Background: an optimization exercise with open tools, aiming at small area, a short achievable clock period and few clock cycles per item. Do not read the settings as production practice. Power figures rest on the tool's default switching activity, not on a simulated workload.

Setup of main:
==> flow/design.v (excerpt) <==
module tone_planner (
    input  wire        clk,
    input  wire        rst,
    input  wire        in_valid,
    output wire        in_ready,
    input  wire        in_is_note,
    input  wire [7:0]  in_note,
    input  wire [15:0] in_freq,
    input  wire [15:0] in_dur,
    input  wire [7:0]  in_vol,
    output wire        out_valid,
    input  wire        out_ready,
    output wire [15:0] out_freq,
    output wire        out_pre,
    output wire [15:0] out_top,
    output wire [15:0] out_duty,
    output wire [15:0] out_timeout,
    output wire        out_fault
);
    reg        sk_empty;            
    reg        o_v;                 
    wire       sk_full = !sk_empty;
    wire       up = sk_empty;
    wire       o_en = !o_v || out_ready;
    reg  [9:0] v;
    reg        ir;                  
    reg        sel;                 
    assign in_ready  = ir;
    assign out_valid = o_v;
    always @(posedge clk) begin
        if (rst) v <= 0;
        else if (up) v <= {v[8:0], in_valid};
    end
    reg        s0_isn, s0_sil;
    reg [15:0] s0_x, s0_d;
    reg [3:0]  s0_vol;
    wire       i_sil = in_is_note && (in_note == 8'd255 || in_vol == 8'd0);
    always @(posedge clk) if (up) begin
        s0_isn <= in_is_note;
        s0_sil <= i_sil;
        s0_x   <= in_is_note ? {8'd0, in_note} : in_freq;
        s0_d   <= in_dur;
        s0_vol <= i_sil ? 4'd0 : (in_vol > 8'd15) ? 4'd15 : in_vol[3:0];
    end
    wire [7:0] n_cl = (s0_x[7:0] < 8'd16) ? 8'd16 : (s0_x[7:0] > 8'd111) ? 8'd111 : s0_x[7:0];
    reg [57:0] n_tb;
    always @* begin
        case (n_cl[6:0])
            7'd16: n_tb = {1'b1, 15'd412, 1'b1, 17'd1236, 1'b0, 15'd305, 4'd1, 4'd0};
            7'd17: n_tb = {1'b1, 15'd437, 1'b1, 17'd1311, 1'b0, 15'd305, 4'd1, 4'd0};
            7'd18: n_tb = {1'b1, 15'd462, 1'b1, 17'd1386, 1'b0, 15'd305, 4'd1, 4'd0};
            7'd19: n_tb = {1'b1, 15'd490, 1'b1, 17'd1470, 1'b0, 15'd305, 4'd1, 4'd0};
  ...
Settings: LEC_CHECK=0, CAP_MARGIN=20, CORE_MARGIN=2, CORE_UTILIZATION=40, SLEW_MARGIN=20; clock period 12.0 ns.
run.sh (not shown) runs the stock make flow with config.mk's settings and CLKGATE_MAP_FILE= SYNTH_SCRIPT=/design/flow/synth_recipe.tcl, a recipe that flattens the netlist after the stock synthesis.
As the logs show, main stopped at synthesis after a tool error, so it never reached the end of the flow.
--- input diff main..the feature branch ---
--- a/flow/config.mk
+++ b/flow/config.mk
@@ -11,0 +12 @@
+export SYNTH_MEMORY_MAX_BITS = 16384
The feature branch reached the end of the flow, and the finished layout is clean on the timing, design-rule and antenna checks.
No functional check of the RTL was part of any run of this note.


Setup of old:
Another version of the RTL of tone_planner (not shown whole).
Size in the first run: roughly 65000 um2 of cells after synthesis.
==> flow/design.v (excerpt) <==
module tone_planner (
    input  wire        clk,
    input  wire        rst,
    input  wire        in_valid,
    output wire        in_ready,
    input  wire        in_is_note,
    input  wire [7:0]  in_note,
    input  wire [15:0] in_freq,
    input  wire [15:0] in_dur,
    input  wire [7:0]  in_vol,
    output wire        out_valid,
    input  wire        out_ready,
    output wire [15:0] out_freq,
    output wire        out_pre,
    output wire [15:0] out_top,
    output wire [15:0] out_duty,
    output wire [15:0] out_timeout,
    output wire        out_fault
);
Settings: LEC_CHECK=0, CAP_MARGIN=20, CORE_MARGIN=2, CORE_UTILIZATION=40, SLEW_MARGIN=20; clock period 12.0 ns.
Relative to old, the following input files were edited for new:
Settings: putting PLACE_DENSITY at 0.75 where nothing was set; swapping 40 for 65 in CORE_UTILIZATION.
==> summary.txt <==
On total number of cells along the worst setup path: between old and new, it ends up lower for old. new -> old: count of input and output buffers delta 0, exact match. Between new and old, the buffering overhead does not differ in any meaningful way. Combinational fraction of design power, old and new, lower one = old. In the flow results for old and new, the global-route usage is smaller on old. Comparing old and new, the higher layout overhead on the synthesized area is on old. Compared with old, in new setup slack at placement decreased 0.32 ns, total sequential power essentially unchanged, critical path buffer and inverter count increased 1. Taking old as the reference, in new delay of the slowest cell on the worst path shows an increase of 0.03 ns, minimum clock period after layout went up by 0.60 ns.
No functional check of the RTL was part of any run of this note.

[static timing again, ports no longer ideal]
The results above use ideal ports. As a check the final layouts listed here were re-extracted and re-timed, cells and wires unchanged.
Step 1 assumes that a clkbuf_16 drives the clock port and a buf_2 every other input.
Step 2 moves the port delays by t, midway between the first and last clock arrival at a register: inputs arrive t later, outputs are due t later. That takes back most of the time a late clock gives input paths.
a / b / c = ideal / step 1 / step 2; a / b = the first two.
run	t (ns)	setup WS [ns]	worst hold slack (ns)	cell pins on the clock port's net
the feature branch	0.780	6.294 / 6.294 / 6.294	0.413 / 0.413 / 0.413	1
old	0.797	6.729 / 6.644 / 7.276	0.404 / 0.404 / 0.404	1
new	0.758	6.130 / 6.054 / 6.812	0.405 / 0.405 / 0.405	1
After both steps setup and hold are still met in every run listed.
